What follows belongs to an exercise in optimizing a design on an open flow for small area, a short achievable clock period and few clock cycles per item; a production flow would make more cautious choices.
Power figures rest on the tool's default switching activity, not on a simulated workload.

==> v30 <==
// lzss_dec
module lzss_dec (
    input  wire       clk,
    input  wire       rst,
    input  wire       in_valid,
    input  wire [7:0] in_data,
    input  wire       in_last,
    output wire       in_ready,
    output wire       out_valid,
    output wire [7:0] out_data,
    input  wire       out_ready,
    output wire       done
);
==> module lzss_dec, before the edit <==
module lzss_dec (
    input  wire       clk,
    input  wire       rst,
    input  wire       in_valid,
    input  wire [7:0] in_data,
    input  wire       in_last,
    output wire       in_ready,
    output wire       out_valid,
    output wire [7:0] out_data,
    input  wire       out_ready,
    output wire       done
);
    reg  [31:0]   bb;         
    reg  [5:0]    bcnt;       
    reg           last_seen;  
    reg           in_rdy;
    reg           done_r;
    reg           a_v;        
    reg           a_lit;
    reg           a_last;     
    reg  [7:0]    a_byte;     
    reg  [3:0]    a_cnt;      
    reg  [8:0]    a_pos;      
    reg           a_fix;      
    reg           a_d1;       
    reg  [31:0]   a_hsel;     
    reg           b_v;
    reg           b_lit;
    reg  [7:0]    b_byte;
    reg           b_d1;
    reg  [3:0]    b_lo;
    reg  [127:0]  b_blk;      
    reg  [4095:0] win;        
    reg           ov, sv;
    reg  [7:0]    od, sd;
    wire emit   = b_v && !sv;
    wire b_free = !(b_v && sv);
    wire issue  = a_v && b_free;
    wire a_done = issue && a_last;
    wire a_free = !a_v || a_done;
    wire b_v_n  = (b_v && sv) || issue;
    wire [7:0] blk_byte = b_blk[{b_lo, 3'b000} +: 8];
    wire [7:0] ebyte    = b_lit ? b_byte : (b_d1 ? win[7:0] : blk_byte);
    wire       top    = bb[31];
    wire       tok_ok = (bcnt >= 6'd9) && (top || bcnt >= 6'd14);
    wire       a_load = tok_ok && a_free;
    wire       ld_lit = a_load && top;
    wire       ld_ref = a_load && !top;
    wire [8:0] t_idx  = bb[30:22];
    wire [8:0] t_idx1 = t_idx - 9'd1;
    wire [3:0] t_cnt  = bb[21:18];
    wire   take_in = in_valid && in_rdy;
    wire [31:0] ins    = {in_data, 24'd0} >> bcnt;
    wire [31:0] imask  = {8'hFF, 24'd0} >> bcnt;
    wire [31:0] bb_i   = take_in ? ((bb & ~imask) | ins) : bb;
    wire [31:0] bb_n   = ld_lit ? {bb_i[22:0], 9'd0}
                       : ld_ref ? {bb_i[17:0], 14'd0} : bb_i;
    wire [5:0]  bc_p8  = bcnt + 6'd8;
    wire [5:0]  bc_m1  = bcnt - 6'd1;
    wire [5:0]  bc_m6  = bcnt - 6'd6;
    wire [5:0]  bc_m9  = bcnt - 6'd9;
    wire [5:0]  bc_m14 = bcnt - 6'd14;
    wire [5:0]  bcnt_n = take_in ? (ld_lit ? bc_m1 : ld_ref ? bc_m6 : bc_p8)
                                 : (ld_lit ? bc_m9 : ld_ref ? bc_m14 : bcnt);
    wire        room_n = a_load || (take_in ? (bcnt <= 6'd16) : (bcnt <= 6'd24));
    wire fin = last_seen && !tok_ok && !a_v && !b_v && !sv && (!ov || out_ready);
    wire last_n = !fin && (last_seen || (take_in && in_last));
    assign in_ready  = in_rdy;
    assign done      = done_r;
    assign out_valid = ov;
    assign out_data  = od;
    reg  [127:0] blk_rd;
    integer h;
    always @(*) begin
        blk_rd = 128'd0;
        for (h = 0; h < 32; h = h + 1)
            blk_rd = blk_rd | (win[h*128 +: 128] & {128{a_hsel[h]}});
    end
    wire [8:0] a_pos_n = a_load ? (b_v_n ? t_idx1 : t_idx)
                       : (issue && a_fix) ? a_pos - 9'd1 : a_pos;
    always @(posedge clk) begin
        if (rst) begin
            bcnt      <= 6'd0;
            last_seen <= 1'b0;
            in_rdy    <= 1'b1;
            done_r    <= 1'b0;
            a_v       <= 1'b0;
            b_v       <= 1'b0;
            ov        <= 1'b0;
            sv        <= 1'b0;
        end else begin
            bb        <= bb_n;
            bcnt      <= fin ? 6'd0 : bcnt_n;
            last_seen <= last_n;
            in_rdy    <= !last_n && (fin || room_n);
            done_r    <= fin;
            if (a_load) begin
                a_v    <= 1'b1;
                a_lit  <= top;
                a_last <= top || (t_cnt == 4'd0);
                a_byte <= bb[30:23];
                a_cnt  <= t_cnt;
                a_d1   <= (t_idx == 9'd0);
                a_fix  <= !b_v_n;
            end else if (issue) begin
                a_cnt  <= a_cnt - 4'd1;
                a_last <= (a_cnt == 4'd1);
                a_fix  <= 1'b0;
                if (a_done)
                    a_v <= 1'b0;
            end
            b_v <= b_v_n;
            if (ov && !out_ready) begin
                if (emit)
                    sv <= 1'b1;
            end else if (sv) begin
                ov <= 1'b1;
                sv <= 1'b0;
            end else begin
                ov <= emit;
            end
        end
    end
    always @(posedge clk) begin
        if (issue) begin
            b_lit  <= a_lit;
            b_byte <= a_byte;
            b_d1   <= a_d1;
            b_lo   <= a_pos[3:0];
            b_blk  <= blk_rd;
        end
        a_pos  <= a_pos_n;
        a_hsel <= 32'd1 << a_pos_n[8:4];
        if (emit)
            win <= {win[4087:0], ebyte};
        if (ov && !out_ready) begin
            if (emit)
                sd <= ebyte;
        end else if (sv) begin
            od <= sd;
        end else if (emit) begin
            od <= ebyte;
        end
    end
endmodule
Settings: LEC_CHECK=0, ABC_CLOCK_PERIOD_IN_PS=3000, CAP_MARGIN=20, CORE_MARGIN=2, CORE_UTILIZATION=40, CTS_CLUSTER_DIAMETER=100, CTS_CLUSTER_SIZE=30, SETUP_SLACK_MARGIN=3.8, SLEW_MARGIN=20; clock period 7.0 ns.
run.sh (not shown) runs the stock make flow with config.mk's settings and CLKGATE_MAP_FILE= SYNTH_SCRIPT=/design/flow/synth_recipe.tcl, a recipe that flattens the netlist after the stock synthesis.
==> inputs of v19, as changes to v30 <==
==> flow/design.v (replaced) <==
module lzss_dec (
    input  wire       clk,
    input  wire       rst,
    input  wire       in_valid,
    input  wire [7:0] in_data,
    input  wire       in_last,
    output wire       in_ready,
    output wire       out_valid,
    output wire [7:0] out_data,
    input  wire       out_ready,
    output wire       done
);
    reg  [31:0]   bb;         
    reg  [5:0]    bcnt;       
    reg           last_seen;  
    reg           in_rdy;
    reg           done_r;
    reg           a_v;        
    reg           a_lit;
    reg           a_last;     
    reg  [7:0]    a_byte;     
    reg  [3:0]    a_cnt;      
    reg  [8:0]    a_idx;      
    reg  [31:0]   a_hsel;     
    reg  [15:0]   a_lsel;     
    reg  [4095:0] win;        
    reg           ov, sv;
    reg           go;         
    reg  [7:0]    od;
    reg  [127:0] blk;
    reg  [7:0]   rd;
    integer h, l;
    always @(*) begin
        blk = 128'd0;
        for (h = 0; h < 32; h = h + 1)
            blk = blk | (win[h*128 +: 128] & {128{a_hsel[h]}});
        rd = 8'd0;
        for (l = 0; l < 16; l = l + 1)
            rd = rd | (blk[l*8 +: 8] & {8{a_lsel[l]}});
    end
    wire emit   = go;
    wire a_done = emit && a_last;
    wire a_free = !a_v || a_done;
    wire [7:0] ebyte = a_lit ? a_byte : rd;
    wire       top    = bb[31];
    wire       tok_ok = (bcnt >= 6'd9) && (top || bcnt >= 6'd14);
    wire       a_load = tok_ok && a_free;
    wire       ld_lit = a_load && top;
    wire       ld_ref = a_load && !top;
    wire [8:0] t_idx  = bb[30:22];
    wire [3:0] t_cnt  = bb[21:18];
    wire   take_in = in_valid && in_rdy;
    wire [31:0] ins    = {in_data, 24'd0} >> bcnt;
    wire [31:0] imask  = {8'hFF, 24'd0} >> bcnt;
    wire [31:0] bb_w   = (bb & ~imask) | ins;
    wire [31:0] bb_nw  = ld_lit ? {bb_w[22:0], 9'd0}
                       : ld_ref ? {bb_w[17:0], 14'd0} : bb_w;
    wire [31:0] bb_nn  = ld_lit ? {bb[22:0], 9'd0}
                       : ld_ref ? {bb[17:0], 14'd0} : bb;
    wire [31:0] bb_n   = take_in ? bb_nw : bb_nn;
    wire [5:0]  bc_p8  = bcnt + 6'd8;
    wire [5:0]  bc_m1  = bcnt - 6'd1;
    wire [5:0]  bc_m6  = bcnt - 6'd6;
    wire [5:0]  bc_m9  = bcnt - 6'd9;
    wire [5:0]  bc_m14 = bcnt - 6'd14;
    wire [5:0]  bcnt_n = take_in ? (ld_lit ? bc_m1 : ld_ref ? bc_m6 : bc_p8)
                                 : (ld_lit ? bc_m9 : ld_ref ? bc_m14 : bcnt);
    wire        room_n = a_load || (take_in ? (bcnt <= 6'd16) : (bcnt <= 6'd24));
    wire stall  = ov && !out_ready;
    wire a_v_n  = a_load || (a_v && !a_done);
    wire sv_n   = stall && (sv || emit);
    wire ov_n   = stall || sv || emit;
    wire fin = last_seen && !tok_ok && !a_v && !sv && (!ov || out_ready);
    wire last_n = !fin && (last_seen || (take_in && in_last));
    assign in_ready  = in_rdy;
    assign done      = done_r;
    assign out_valid = ov;
    assign out_data  = od;
    always @(posedge clk) begin
        if (rst) begin
            bcnt      <= 6'd0;
            last_seen <= 1'b0;
            in_rdy    <= 1'b1;
            done_r    <= 1'b0;
            a_v       <= 1'b0;
            ov        <= 1'b0;
            sv        <= 1'b0;
            go        <= 1'b0;
        end else begin
            bb        <= bb_n;
            bcnt      <= fin ? 6'd0 : bcnt_n;
            last_seen <= last_n;
            in_rdy    <= !last_n && (fin || room_n);
            done_r    <= fin;
            a_v <= a_v_n;
            sv  <= sv_n;
            ov  <= ov_n;
            go  <= a_v_n && !sv_n;
            if (a_load) begin
                a_lit  <= top;
                a_last <= top || (t_cnt == 4'd0);
                a_byte <= bb[30:23];
                a_cnt  <= t_cnt;
            end else if (emit) begin
                a_cnt  <= a_cnt - 4'd1;
                a_last <= (a_cnt == 4'd1);
            end
        end
    end
    always @(posedge clk) begin
        a_idx  <= a_load ? t_idx : a_idx;
        a_hsel <= a_load ? 32'd1 << t_idx[8:4] : 32'd1 << a_idx[8:4];
        a_lsel <= a_load ? 16'd1 << t_idx[3:0] : 16'd1 << a_idx[3:0];
        if (emit)
            win <= {win[4087:0], ebyte};
        if (stall)
            od <= sv ? win[15:8] : win[7:0];
        else
            od <= sv ? win[7:0] : ebyte;
    end
endmodule
==> flow/flow/run.sh (new file) <==
#!/bin/bash
set -euo pipefail
export BUFFER_PORTS_ARGS="-buffer_cell sky130_fd_sc_hd__buf_2"
bash standard.sh > standard_make.log 2>&1
==> flow/standard.sh (new file) <==
#!/bin/bash
# synth_recipe.tcl (not shown) runs the flow's synth.tcl, then flattens the netlist and writes it again
# the make line also repeats each setting of config.mk as NAME=value (left out here)
make -C /OpenROAD-flow-scripts/flow DESIGN_CONFIG=/design/flow/config.mk WORK_HOME=/design/flow/orfs CLKGATE_MAP_FILE= SYNTH_SCRIPT=/design/flow/synth_recipe.tcl "${@:-finish}"
- CTS_CLUSTER_SIZE: 30 -> 24
- SETUP_SLACK_MARGIN: 3.8 -> 4.0
removed: flow/run.sh
==> comparison <==
Sequential cell count: v30 is higher than v19 (136). Of v19 and v30, v30 has the higher synthesized cell count (gap 2.8%, measured against v30). Clock skew: v30 is lower than v19 (15 ps). In v19 the register-to-register slack is better than in v30, by 20 ps. Of v19 and v30, v19 has the higher sequential power (gap about 22%, measured against v30). Against v30, the total power of v19 is larger by about 20%. Between v19 and v30, the lower worst hold slack is in v30 (gap 22 ps). Against v19, the final area of v30 is lower by 1.4%. Between v19 and v30, the lower setup slack is in v30 (gap 93 ps). In v30 the clock-buffer cell count is lower than in v19, by 79.
==> figures <==
| metric | v19 | v30 |
|---|---|---|
| Outcome | no timing/DRC/antenna violations | no timing/DRC/antenna violations |
| Reg2Reg Capture Point | od[6]$_DFF_P_ | a_hsel[20]$_SDFF_PN0_ |
| PwrDens | 494 mW/mm2 | 417 mW/mm2 |
| Post-layout nets | 8115 | 8073 |
| Adder and majority gate portion of the synthesized area | 0.189% | 0.200% |
| Estimated wirelength of the detail-placed design | 285000 um | 284000 um |
| Crit-path slowest cell | dfxtp_4 | edfxtp_1 |
| Area taken by multi-input logic gates | 0.0256 mm2 | 0.0246 mm2 |
| Critical path endpoint | od[6]$_DFF_P_ | out_data[0] |
| Number of antenna violations at the first check in global routing | 29 | 16 |
| Logic power comb | 22.2 mW | 17.6 mW |
| DRC marker count from the first detailed-route iteration | 19127 | 15365 |
| Die width | 621 um | 630 um |
| GR Layer Usage met2 | 40.2% | 36.4% |
| Power consumed by the clock network | 13.3 mW | 12.5 mW |
| Required time worst endpoint | 7820 ps | 5600 ps |
| CP Capture Type | flop | output pin |
| Fmax | 318 MHz | 309 MHz |
| Met3 routing resource usage after global routing | 9.29% | 5.46% |
| Largest fanout on the critical path | 23 | 1 |
| Compound-cell area share of the yosys netlist | 12.5% | 11.2% |
No run of this note included a check of the RTL's function; only the layout flow was run.

==> separate check: timing with driven ports <==
The results above use ideal ports. As a check the final layouts listed here were re-extracted and re-timed, cells and wires unchanged. Step 1, drivers: a clkbuf_16 drives clk and a buf_2 each remaining input, both assumed. Step 2 adds t to the input delays and takes it off the output delays; t is the mean of the earliest and latest rising clock arrival at the registers after step 1. Input paths then give back, and output paths get back, about the clock's delay inside the block. a / b / c = ideal ports / drivers / drivers and shift; a / b = the first two.
run	t (ns)	slack for setup (ns)	worst data-port slew with drivers (ns)
v30	1.042	3.763 / 3.654 / 2.924	0.04
v19	1.046	3.856 / 3.856 / 3.169	0.04
After both steps setup and hold are still met in every run listed. For v30, which loses most, drivers alone change the setup slack by -0.109 ns; drivers and shift together by -0.839 ns.
